Background: an optimization exercise with open tools, aiming at small area. Do not read the settings as production practice.
The RTL was checked by simulation tests, not by an equivalence proof against the original design.
No driver is modelled on the clock port, so clocking that relies on it looks cheaper here than on a real chip.
Power and IR drop assume default switching activity.

**design/flow/design.v**
```verilog
module gbn_sender (
    input  wire         clk,
    input  wire         rst,
    input  wire         start,
    output wire         src_next,
    input  wire         src_rsp,
    input  wire         src_exh,
    input  wire         src_last,
    input  wire [7:0]   src_len,
    input  wire [239:0] src_data,
    output wire         src_seek,
    output wire [11:0]  src_seek_idx,
    output wire         tx_valid,
    output wire [263:0] tx_frame,
    input  wire         tx_ready,
    input  wire         tx_err,
    output wire         rx_req,
    input  wire         rx_rsp,
    input  wire         rx_err,
    input  wire         rx_timeout,
    input  wire         rx_short,
    input  wire [23:0]  rx_hdr,
    output wire         ev_valid,
    output wire         ev_kind,
    output wire [2:0]   ev_seq,
    output wire         done,
    output wire         fault,
    output wire [3:0]   cause
);
    localparam [4:0] S_IDLE  = 5'b0_0000,
                     S_TOP   = 5'b0_0001,   
                     S_RWD   = 5'b0_0010,   
                     S_RSND  = 5'b0_0011,   
                     S_REQN  = 5'b0_0100,   
                     S_REQO  = 5'b0_0101,   
                     S_WAIT  = 5'b0_0110,   
                     S_EV    = 5'b0_0111,   
                     S_TXN   = 5'b0_1000,   
                     S_TXO   = 5'b0_1001,   
                     S_RSY   = 5'b0_1010,   
                     S_DONE  = 5'b0_1011,
                     S_SKT   = 5'b0_1100;   
    localparam [4:0] F_SHORT    = 5'b1_0001, F_FIELD     = 5'b1_0010,
                     F_SRC_ZERO = 5'b1_0011, F_CH_SEND   = 5'b1_0100,
                     F_CH_RECV  = 5'b1_0101, F_UNDERFLOW = 5'b1_0110,
                     F_OVERFLOW = 5'b1_0111, F_SRC_PROTO = 5'b1_1000;
    reg  [4:0]   state;
    reg  [2:0]   ns;          
    reg  [2:0]   outs;        
    reg  [11:0]  sent;        
    reg  [2:0]   k;           
    reg          do_nothing, resend, send_eot, src_done;
    reg  [239:0] pay;
    reg  [4:0]   len;
    wire outs_zero = (outs == 3'd0);
    wire in_tx = (state == S_TXN) || (state == S_TXO);
    assign src_next     = (state == S_REQN) || (state == S_REQO);
    assign src_seek     = (state == S_RSND) || (state == S_SKT);
    assign src_seek_idx = sent;
    assign tx_valid     = in_tx;
    wire [2:0] tx_seq   = ns;
    assign tx_frame     = {pay, 3'd0, len, 5'd0, tx_seq, 6'd0, send_eot, 1'b1};
    assign rx_req       = (state == S_WAIT);
    assign ev_valid     = (state == S_EV);
    assign ev_kind      = send_eot;
    assign ev_seq       = k;
    assign done         = (state == S_DONE);
    assign fault        = state[4];
    assign cause        = state[3:0] & {4{state[4]}};
    wire load_d = src_next;
    wire hold   = in_tx;
    genvar g;
    generate
        for (g = 0; g < 30; g = g + 1) begin : g_pay
            wire m = load_d && ((g == 0) || (src_len[4:0] > g));
            always @(posedge clk)
                pay[8*g +: 8] <= (src_data[8*g +: 8] & {8{m}}) | (pay[8*g +: 8] & {8{hold}});
        end
    endgenerate
    always @(posedge clk)
        len <= (src_len[4:0] & {5{load_d}}) | (len & {5{hold}});
    wire [2:0] rx_seq  = rx_hdr[10:8];
    wire rx_illegal = (rx_hdr[7:2] != 6'd0) || (rx_hdr[15:11] != 5'd0) ||
                      (rx_hdr[23:16] > 8'd30);
    wire [1:0] rx_kind = rx_hdr[1:0];
    wire [2:0] left    = ns + ~k;             
    wire found         = (left < outs);
    wire late          = src_done && (outs < 3'd6) && (sent[2:0] == k);
    wire acked_zero    = (sent[11:3] == 9'd0) && (sent[2:0] == outs);
    always @(posedge clk) begin
        if (rst) begin
            state      <= S_IDLE;
            ns         <= 3'd0;
            outs       <= 3'd0;
            sent       <= 12'd0;
            do_nothing <= 1'b0;
            resend     <= 1'b0;
            send_eot   <= 1'b0;
            src_done   <= 1'b0;
        end else begin
            case (state)
                S_IDLE:
                    if (start)
                        state <= S_TOP;
                S_TOP:
                    if (send_eot)
                        state <= S_TXN;
                    else if (!do_nothing && !src_done && (outs != 3'd7))
                        state <= S_REQN;
                    else if (resend) begin
                        k     <= 3'd0;
                        state <= S_RWD;
                    end else
                        state <= S_WAIT;
                S_RWD:
                    if (k != outs) begin
                        sent <= sent - 12'd1;
                        ns   <= ns - 3'd1;
                        k    <= k + 3'd1;
                    end else begin
                        k     <= 3'd0;
                        state <= S_RSND;
                    end
                S_RSND:
                    if (k != outs)
                        state <= S_REQO;
                    else begin
                        resend <= 1'b0;
                        state  <= S_WAIT;
                    end
                S_REQN, S_REQO:
                    if (src_rsp) begin
                        if (src_exh) begin
                            if (state == S_REQN) begin
                                src_done <= 1'b1;
                                state    <= S_TOP;
                            end else
                                state    <= F_SRC_PROTO;
                        end else if (src_len == 8'd0)
                            state <= F_SRC_ZERO;
                        else if (src_len > 8'd30)
                            state <= F_SRC_PROTO;
                        else if ((state == S_REQN) && (sent == 12'hFFF))
                            state <= F_OVERFLOW;
                        else if (state == S_REQN) begin
                            src_done <= src_last;
                            state    <= S_TXN;
                        end else
                            state    <= S_TXO;
                    end
                S_TXN, S_TXO:
                    if (tx_ready) begin
                        if (tx_err)
                            state <= F_CH_SEND;
                        else if (send_eot)
                            state <= S_WAIT;
                        else begin
                            sent <= sent + 12'd1;
                            if (state == S_TXN) begin
                                outs  <= outs + 3'd1;
                                ns    <= ns + 3'd1;
                                state <= S_TOP;
                            end else begin
                                ns    <= ns + 3'd1;
                                k     <= k + 3'd1;
                                state <= S_RSND;
                            end
                        end
                    end
                S_WAIT:
                    if (rx_rsp) begin
                        k <= rx_seq;
                        if (rx_err)
                            state <= F_CH_RECV;
                        else if (rx_timeout) begin
                            if (!send_eot) begin
                                if (!outs_zero && !do_nothing)
                                    resend <= 1'b1;
                                if (outs_zero) begin
                                    do_nothing <= 1'b0;
                                    if (src_done)
                                        send_eot <= 1'b1;
                                end
                            end
                            state <= S_TOP;
                        end else if (rx_short)
                            state <= F_SHORT;
                        else if (rx_illegal)
                            state <= F_FIELD;
                        else if (send_eot) begin
                            if (rx_kind == 2'd2)
                                state <= S_EV;
                            else begin
                                send_eot <= 1'b0;
                                state    <= S_RSY;
                            end
                        end else if ((rx_kind == 2'd0) && !do_nothing)
                            state <= S_EV;
                        else
                            state <= S_TOP;
                    end
                S_EV:
                    if (send_eot)
                        state <= S_DONE;
                    else if (found) begin
                        outs  <= left;
                        state <= S_TOP;
                    end else if (late) begin
                        outs  <= 3'd0;
                        state <= S_TOP;
                    end else
                        state <= S_RSY;
                S_RSY:
                    if (acked_zero)
                        state <= F_UNDERFLOW;
                    else begin
                        sent <= sent - 12'd1;
                        if (!outs_zero)
                            outs <= outs - 3'd1;
                        else
                            state <= S_SKT;
                    end
                S_SKT: begin
                    ns         <= k;
                    src_done   <= 1'b0;
                    do_nothing <= 1'b1;
                    state      <= S_TOP;
                end
                default: ;
            endcase
        end
    end
endmodule
```
**design/flow/flow/run.sh**
```bash
#!/bin/bash
# Standard ORFS layout with three changes:
#  - after the standard synthesis, its combinational gates are re-mapped by
#    ABC for area (flow/resyn.tcl); registers keep their names and cells;
#  - the port buffers use the smallest buffer cell (every input and output
#    port still gets its own buffer);
#  - clock tree: several sink-clustering settings are tried on the placed
#    design (flow/cts_try.tcl) and the one with the least clock buffer area
#    whose clock-pin slew stays well under the limit is used, without dummy
#    loads; if the routed slew (flow/clk_slew.tcl) is still too close to the
#    limit, the layout is redone from the clock tree with a tighter setting.
set -euo pipefail
HERE=$(pwd)
R=$HERE/orfs/results/$FLOW_PLATFORM/gbn_sender/base
L=$HERE/orfs/logs/$FLOW_PLATFORM/gbn_sender/base
OPENROAD=$FLOW_HOME/../tools/install/OpenROAD/bin/openroad
[[ -x $OPENROAD ]] || OPENROAD=openroad
YOSYS=$FLOW_HOME/../tools/install/yosys/bin/yosys
[[ -x $YOSYS ]] || YOSYS=yosys

# 1. standard synthesis, then area re-mapping of its gates
bash standard.sh synth > synth_flow.log 2>&1
cp $R/1_2_yosys.v $HERE/standard_synth.v
export LIB_FILE=$FLOW_HOME/platforms/sky130hd/lib/sky130_fd_sc_hd__tt_025C_1v80.lib
export DONT_USE_CELLS="$(grep -o 'dont_use [A-Za-z0-9_]*' $L/1_2_yosys.log | awk '{print $2}' | sort -u | tr '\n' ' ')"
export RESYN_NETLIST=$HERE/standard_synth.v
export RESYN_OUT=$HERE/resyn.v
export RESYN_LOG_DIR=$HERE
export RESYN_T=180
# registers (every flip-flop cell type in the netlist) and tie cells stay as they are
export RESYN_KEEP="$(grep -o 'sky130_fd_sc_hd__[a-z0-9]*_[0-9]*' standard_synth.v | sort -u | grep -E '__(dfx|dfr|dfs|dfb|edf|sdf|dlx|dlr|conb)' | tr '\n' ' ')"
$YOSYS -c flow/resyn.tcl > resyn_yosys.log 2>&1
cp $RESYN_OUT $R/1_2_yosys.v
rm -f $R/1_synth.odb $R/1_synth.sdc

# 2. floorplan and placement, port buffers of the smallest buffer cell
export BUFFER_PORTS_ARGS="-buffer_cell sky130_fd_sc_hd__buf_1"
bash standard.sh place > place_flow.log 2>&1

# 3. pick the clock tree setting
C4=sky130_fd_sc_hd__clkbuf_4; C8=sky130_fd_sc_hd__clkbuf_8; C16=sky130_fd_sc_hd__clkbuf_16
TRIES=(
  "$C4 8 40" "$C4 8 50" "$C4 8 60" "$C4 10 40" "$C4 10 50" "$C4 10 60" "$C4 12 50" "$C4 15 60"
  "$C4 9 50" "$C4 9 55" "$C4 8 55" "$C4 10 45" "$C4 12 40" "$C4 6 60" "$C4 6 80" "$C8 18 55"
  "$C8 16 50" "$C8 16 60" "$C8 20 50" "$C8 20 60" "$C8 20 80" "$C8 25 70"
  "$C16 30 70" "$C16 30 80"
)
export TRY_ODB=$R/3_place.odb TRY_SDC=$R/3_place.sdc
: > cts_try.log
i=0
for t in "${TRIES[@]}"; do
  set -- $t
  (
    export TRY_ARGS="-sink_clustering_enable -repair_clock_nets -dont_use_dummy_load -buf_list $1 -sink_clustering_size $2 -sink_clustering_max_diameter $3"
    r=$($OPENROAD -no_init -exit flow/cts_try.tcl > cts_try_$i.log 2>&1; grep TRY_RESULT cts_try_$i.log || true)
    echo "$t $r" >> cts_try.log
  ) &
  i=$((i+1))
  if (( i % ${NUM_CORES:-4} == 0 )); then wait; fi
done
wait
# candidates under the estimated-slew bound, least clock buffer area first
awk '$4=="TRY_RESULT" && $6+0 < 0.100 {print $5, $6, $1, $2, $3}' cts_try.log | sort -g > cts_cands.log
if [[ ! -s cts_cands.log ]]; then echo "0 0 $C8 20 40" > cts_cands.log; fi

export CHK_ODB=$R/6_final.odb CHK_SDC=$R/6_final.sdc CHK_SPEF=$R/6_final.spef
LIMIT_EST=1
for attempt in 1 2 3; do
  PICK=$(awk -v lim=$LIMIT_EST '$2+0 < lim {print; exit}' cts_cands.log)
  [[ -n "$PICK" ]] || PICK=$(sort -k2 -g cts_cands.log | head -1)
  set -- $PICK
  LIMIT_EST=$(awk -v s=$2 'BEGIN {print s - 0.006}')
  export CTS_ARGS="-sink_clustering_enable -repair_clock_nets -dont_use_dummy_load -buf_list $3 -sink_clustering_size $4 -sink_clustering_max_diameter $5"
  echo "attempt $attempt: $CTS_ARGS" >> cts_try.log
  rm -f $R/4_* $R/5_* $R/6_* out/final.def
  bash standard.sh > standard_flow_$attempt.log 2>&1
  $OPENROAD -no_init -exit flow/clk_slew.tcl > clk_slew_$attempt.log 2>&1 || true
  SLEW=$(awk '/^CLK_SLEW/ {print $2}' clk_slew_$attempt.log)
  echo "attempt $attempt: routed clock-pin slew ${SLEW:-unknown} ps" >> cts_try.log
  if [[ -n "$SLEW" ]] && awk -v s=$SLEW 'BEGIN {exit !(s < 110)}'; then break; fi
done
```
**design/flow/flow/clk_slew.tcl**
```tcl
# Worst flip-flop clock-pin slew of the finished layout, with ORFS's own
# extracted parasitics (both edges, early and late), in ps.
set P $::env(FLOW_HOME)/platforms/sky130hd
read_lef $P/lef/sky130_fd_sc_hd.tlef
read_lef $P/lef/sky130_fd_sc_hd_merged.lef
read_liberty $P/lib/sky130_fd_sc_hd__tt_025C_1v80.lib
read_db $::env(CHK_ODB)
read_sdc $::env(CHK_SDC)
read_spef $::env(CHK_SPEF)
set_propagated_clock [all_clocks]
set worst 0
foreach pin [get_pins -hierarchical */CLK] {
  foreach a {min max} {
    foreach e {rise fall} {
      set s [get_property $pin slew_${a}_$e]
      if {[string is double -strict $s] && $s > $worst} { set worst $s }
    }
  }
}
puts "CLK_SLEW [expr {$worst * 1000.0}]"
```
**design/flow/flow/cts_try.tcl**
```tcl
# Try one clock tree setting on the placed design and report the clock
# buffer area and the worst flip-flop clock-pin slew (placement parasitics).
set P $::env(FLOW_HOME)/platforms/sky130hd
read_lef $P/lef/sky130_fd_sc_hd.tlef
read_lef $P/lef/sky130_fd_sc_hd_merged.lef
read_liberty $P/lib/sky130_fd_sc_hd__tt_025C_1v80.lib
read_db $::env(TRY_ODB)
read_sdc $::env(TRY_SDC)
source $P/setRC.tcl
set_dont_use $::env(DONT_USE_CELLS)
repair_clock_inverters
eval clock_tree_synthesis $::env(TRY_ARGS)
set_propagated_clock [all_clocks]
estimate_parasitics -placement
set a 0
foreach inst [[ord::get_db_block] getInsts] {
  set m [$inst getMaster]
  if {[string match "*clkbuf*" [$m getName]]} {
    set a [expr {$a + [$m getWidth] * [$m getHeight] / 1e6}]
  }
}
set worst 0
foreach pin [get_pins -hierarchical */CLK] {
  set s [get_property $pin slew_max]
  if {$s > $worst} { set worst $s }
}
puts "TRY_RESULT $a $worst"
```
**design/flow/flow/resyn.tcl**
```tcl
# Re-map the combinational logic of the standard synthesis netlist for area.
# The registers (and tie cells) are kept as they are, with their names and
# cell types; only the gates between them are re-optimised by ABC.
yosys -import
set lib $::env(LIB_FILE)
set netlist $::env(RESYN_NETLIST)
read_liberty -ignore_miss_func $lib
read_verilog $netlist
hierarchy -top $::env(FLOW_TOP)
# every cell with a clock pin, and the tie cells, stays a black box
set keep {}
foreach c [split $::env(RESYN_KEEP) " "] { if {$c ne ""} { lappend keep $c } }
blackbox {*}$keep
flatten
# the wires of the flattened gates must not keep public names
yosys rename -hide w:*.*
opt_clean -purge
tee -o $::env(RESYN_LOG_DIR)/resyn_stat_before.txt stat -liberty $lib
set du {}
foreach c $::env(DONT_USE_CELLS) { lappend du -dont_use $c }
abc -liberty $lib {*}$du -script "+strash;&get -n;&deepsyn -T $::env(RESYN_T);&put;&get -n;&dch -f;&nf -R 1000;&st;&dch -f;&nf -R 1000;&put"
opt_clean -purge
hilomap -hicell sky130_fd_sc_hd__conb_1 HI -locell sky130_fd_sc_hd__conb_1 LO
insbuf -buf sky130_fd_sc_hd__buf_1 A X
splitnets
opt_clean -purge
tee -o $::env(RESYN_LOG_DIR)/resyn_stat_after.txt stat -liberty $lib
write_verilog -noattr -nohex -nodec $::env(RESYN_OUT)
```
**design/flow/standard.sh**
```bash
#!/bin/bash
# synth_recipe.tcl (not shown) runs the flow's synth.tcl, then flattens the netlist and writes it again
# the make line also repeats each setting of config.mk as NAME=value (left out here)
make -C /OpenROAD-flow-scripts/flow DESIGN_CONFIG=/design/flow/config.mk WORK_HOME=/design/flow/orfs CLKGATE_MAP_FILE= SYNTH_SCRIPT=/design/flow/synth_recipe.tcl "${@:-finish}"
```
**design/flow/config.mk**
```make
export PLATFORM = sky130hd
export DESIGN_NAME = gbn_sender
export DESIGN_NICKNAME = gbn_sender
export VERILOG_FILES = /design/flow/design.v
export SDC_FILE = /design/flow/constraint.sdc
export NUM_CORES = 4
export LEC_CHECK = 0
export CAP_MARGIN = 20
export CORE_MARGIN = 2
export CORE_UTILIZATION = 30
export PLACE_DENSITY = 0.5
export SLEW_MARGIN = 20
```
**design/flow/constraint.sdc**
```tcl
create_clock -name core_clock -period 10.0 [get_ports {clk}]
set_input_delay 2.0000 -clock core_clock [delete_from_list [all_inputs] [get_ports {clk}]]
set_output_delay 2.0000 -clock core_clock [all_outputs]
set_load 0.01 [all_outputs]
```
==> results of run 1 <==
==> worst max-delay path: cells and delay by family (launching register included) <==
family	cells	cell delay [ps]
buf+inv	2	1050
flops	1	730
simple gates	2	460
==> sequential cells by signal (all words and copies together), names as in the netlist, 3 cells and up <==
signal	flops
pay	240
sent	12
len	5
state	5
k	3
ns	3
outs	3
==> cell usage in the layout (no fill, tap or decap), types with 5 or more instances in the layout <==
master / instances
or3_1: 8
buf_4: 6
and3_1: 6
clkbuf_4: 43
o21bai_1: 7
xor2_1: 6
clkinv_1: 11
nand2_1: 47
dfxtp_1: 272
a22o_1: 244
conb_1: 15
xnor2_1: 16
a21oi_1: 28
buf_1: 559
and2_0: 12
nor3_1: 16
nor2_1: 43
nand3_1: 10
nor4_1: 10
o21ai_0: 18
nand2b_1: 8
a211oi_1: 5
nor2b_1: 5
o22ai_1: 7
o21a_1: 8
==> cell type report <==
class	count	share of cell area (%)
Antenna cell	3	0.0603
Clock buffer	43	2.59
Inverter	12	0.402
Multi-Input combinational cell	558	31.2
Sequential cell	275	44.5
Tap cell	402	4.04
Timing Repair Buffer	566	17.3
==> final timing paths <==
check                start  cells after the start  endpoint
setup reg to reg  state[1]                     12  sent[11]
hold reg to reg     len[4]                      2    len[4]
hold / removal      len[4]                      2    len[4]
setup / recovery  state[1]                      4  tx_valid
==> through the flow <==
step	setup WS [ps]	hold slack [ps]	util [%]	power [mW]	cell area, µm²
final	5070	444	39.8	2.85	12400
after CTS	5040	449	39.7	2.88	12400
after floorplan	3040	444	-	1.91	9530
after global routing	4840	466	39.8	3.03	12400
after global placement	5230	432	38.7	2.31	12100
after detailed placement	5090	438	38.7	2.31	12100
==> routing by layer <==
| layer | part of all wire, % | wire (µm) |
|---|---|---|
| met3 | 7.7 | 2980 |
| met2 | 48 | 18500 |
| met4 | 2.4 | 921 |
| met1 | 42 | 16300 |
| met5 | 0.023 | 9 |
==> where the power goes <==
part / total, mW / internal (mW) / leakage [nW] / switching (mW)
combinational: 0.915 / 0.299 / 2.17 / 0.617
sequential: 1.37 / 1.24 / 2.23 / 0.126
clock: 0.569 / 0.198 / 0.198 / 0.371
total: 2.85 / 1.74 / 4.60 / 1.11
==> results.txt, run 1 <==
status complete, no violations; CTS tree built; Non-Filler Instances 1859; GR Layer Usage met2 38.0%; GRT overflow 0; critical path data required time 8000 ps; largest net degree at the start of global routing 121; Die Width between 150 and 200 µm; met1 usage 27.6%; synthesized area 9480 µm²; final hold vios 0; VDD IR max ~0.12 mV; GRT busiest layer met2; met3 Track Usage GR 6.04%; total CTS buffers 43; PD cells 229 nW/µm²; first-pass GRT wire length between 50 and 60 mm; Layout area overhead 31.3%; max cap viols 0; Synth Instances between 800 and 900; DR WL/cell ~21 µm; vias in the first global route 9110; Post-Route WL 38.7 mm; HPWL Detailed 29.8 mm; reg-to-reg slack, setup a little under 6000 ps; initial drt markers 461; period utilization just under 50%; Worst Path Max Fanout 120; share of layout cells above drive strength 1 3.51%; Initial Util 30.3%; via/cell ratio 5.05; area occupied by multi-input gates 3880 µm²; cells along the critical path nor2_1 -> nand2b_1 -> clkinv_4 -> buf_1; CP max stage delay 730 ps; Synthesis Warnings 1; leakage 4.60 nW; fill count 3295; post-CTS sizing 0; Rows 65; drc violations 0; Final Net Count ~1700; Crit. End Element primary output; Skew-Pair Late Insertion Delay approximately 660 ps; GPL Wtd Cong 0.874; RSZ-0062 raised after global routing no; critical path class register to primary output; # Post-CTS Setup Buffers 0; Final TNS setup 0 ps; HP Class register to register; final setup fails 0; io pins 575; CP max stage cell dfxtp_1; total clock sinks about 280; Register Area 5540 µm²; total track usage between 20% and 30%; Post-CTS Hold Buffers 0; Layout Skew around 47 ps; Max Fclk 0.203 GHz; DIE HEIGHT 182 µm; die area 33000 µm²; Setup crit start kind register; vias 9391; minimum clock period 4930 ps; Max-slew headroom 33.9%; ANT nets after route 0; clock slew at reported path FFs 70 ps; Synth Area per Inst 11.2 µm²; Core ar. 31300 µm²; first drt pass iteration count 5; Worst Tran Pin Value 981 ps; Cell Count Post-Placement ~1800; port buffer count between 500 and 600; initial antenna violation count 6; crit path DAT between 2000 and 3000 ps; final max-slew violation count 0
==> run 2, diff against run 1 <==
--- a/design/flow/flow/run.sh
+++ b/design/flow/flow/run.sh
@@ -26,7 +26,7 @@
 export RESYN_NETLIST=$HERE/standard_synth.v
 export RESYN_OUT=$HERE/resyn.v
 export RESYN_LOG_DIR=$HERE
-export RESYN_T=180
+export RESYN_T=60
 # registers (every flip-flop cell type in the netlist) and tie cells stay as they are
 export RESYN_KEEP="$(grep -o 'sky130_fd_sc_hd__[a-z0-9]*_[0-9]*' standard_synth.v | sort -u | grep -E '__(dfx|dfr|dfs|dfb|edf|sdf|dlx|dlr|conb)' | tr '\n' ' ')"
 $YOSYS -c flow/resyn.tcl > resyn_yosys.log 2>&1
==> results.txt, run 2 <==
post-layout util 39.8%; Skew-Pair Late Insertion Delay about 660 ps; PD cells 229 nW/µm²; minimum clock period 4930 ps; DR WL/cell 20.8 µm; post-route cell area between 10000 and 15000 µm²; via/cell ratio slightly above 5; total track usage about 22%; worst path buffer plus inverter count 2; Max-slew headroom approximately a third; HP Class register to register; post-route total power 2.85 mW; RSZ-0062 raised after global routing no; Crit. End Element primary output; port buffer count 559; HPWL Detailed slightly below 30 mm; hold slack final around 440 ps; Worst Tran Pin Value 981 ps; Die Width about 180 µm; first-pass GRT wire length roughly 56 mm; total clock sinks 275; io pins 575; critical path class register to primary output; total CTS buffers 43; Rows 65; crit path DAT between 2000 and 3000 ps; first drt pass iteration count 5; initial antenna violation count 6; CTS tree built; max cap viols 0; placed cell areas around 12000 µm²; synthesized area 9480 µm²; max reg flops 240; worst setup margin slightly above 5000 ps; Worst Path Max Fanout 120; Post-CTS Hold Buffers 0; final max-slew violation count 0; Post-Route WL 38.7 mm; die area 33000 µm²; post-CTS sizing 0; CP max stage cell dfxtp_1; Final TNS setup 0 ps; Setup crit start kind register; ANT nets after route 0; critical path data required time around 8000 ps; final setup fails 0; critical path's top delay family buffers and inverters; Initial Util a little under a third; vias in the first global route a little over 9000; Layout Skew 47.2 ps; Max Fclk approximately 0.2 GHz; Cell Count Post-Placement ~1800; drc violations 0; DIE HEIGHT 182 µm; Largest regs pay (240), sent (12); largest net degree at the start of global routing 121; GPL Wtd Cong 0.874; Post-Place Setup Slack 5090 ps; share of layout cells above drive strength 1 between 3 and 4%; clock slew at reported path FFs 70 ps; Non-Filler Instances approximately 1900; period utilization 49.3%; commonest non-fill, non-tap cell in the layout buf_1; status complete, no violations; Final Net Count 1740; fill count 3295; GRT overflow 0; cells along the critical path nor2_1 -> nand2b_1 -> clkinv_4 -> buf_1; Synthesis Warnings 1; commonest non-fill, non-tap cells in the layout buf_1 (559), dfxtp_1 (272), a22o_1 (244); # Post-CTS Setup Buffers 0; VDD IR max 0.125 mV; leakage 4.60 nW; final hold vios 0; Layout area overhead 31.3%; most flop-heavy register pay; CP max stage delay 730 ps; initial drt markers 461; Synth Area per Inst 11.2 µm²; Core ar. 31300 µm²; Synth Instances 850; vias between 9000 and 10000
run 2: path summary, 6_finish.rpt:
path,cells past startpoint,slack [ps],end,from
worst max-delay path,4,5070,tx_valid,state[1]
worst min-delay path,2,440,len[4],len[4]
worst max register to register,12,5900,sent[11],state[1]
worst min register to register,2,440,len[4],len[4]
run 2: worst register-to-register path, cell delays in order, from the launching register on:
cell	delay (ps)
dfxtp_1	730
nor2_1	170
nand2b_1	290
clkinv_4	710
nor4_1	610
and2_0	220
nand2_1	90
or3_1	360
nor3_1	150
a41oi_1	110
a211oi_1	340
a21oi_1	120
o21a_1	110
run 2: area by class of cell:
class / instances / area, µm² / area share [%]
inverters: 12 / 50.0 / 0.402
diodes: 3 / 7.51 / 0.0603
multi-input cells: 558 / 3880 / 31.2
clock buffers: 43 / 323 / 2.59
well taps: 402 / 503 / 4.04
repair buffers: 566 / 2150 / 17.3
flip-flops and latches: 275 / 5540 / 44.5
run 2: where the power goes:
part           total [mW]  internal, mW  switching, mW
clock               0.569         0.198          0.371
combinational       0.915         0.299          0.617
sequential           1.37          1.24          0.126
total                2.85          1.74           1.11
run 2: routing by layer:
layer	up-vias	global-route usage, %	part of all wire, %
met2	410	38.0	48
met3	70	6.04	7.7
met4	2	6.24	2.4
met5	-	0	0.023
li1	4479	-	-
met1	4430	27.6	42

afterwards: timing with drivers on the ports:
How much do the figures lean on ideal ports? The routed layouts below were timed once more, with nothing changed but the port constraints.
Step 1 (the two cells are an assumption about what drives the block):
set clk [get_ports {clk}]
set_driving_cell -lib_cell sky130_fd_sc_hd__clkbuf_16 $clk
set_driving_cell -lib_cell sky130_fd_sc_hd__buf_2 [delete_from_list [all_inputs] $clk]
Step 2, shift: input delay + t, output delay - t, t = (earliest + latest rising clock arrival at the registers) / 2. This alone moves slack from input paths to output paths.
a / b / c = ideal / step 1 / step 2; a / b = the first two.
run | t (ns) | slack for setup (ns) | cell pins on the clock port's net
run 1 | 0.668 | 5.065 / 5.019 / 5.068 | 1
run 2 | 0.668 | 5.065 / 5.019 / 5.068 | 1
After both steps every run listed still meets setup and hold.
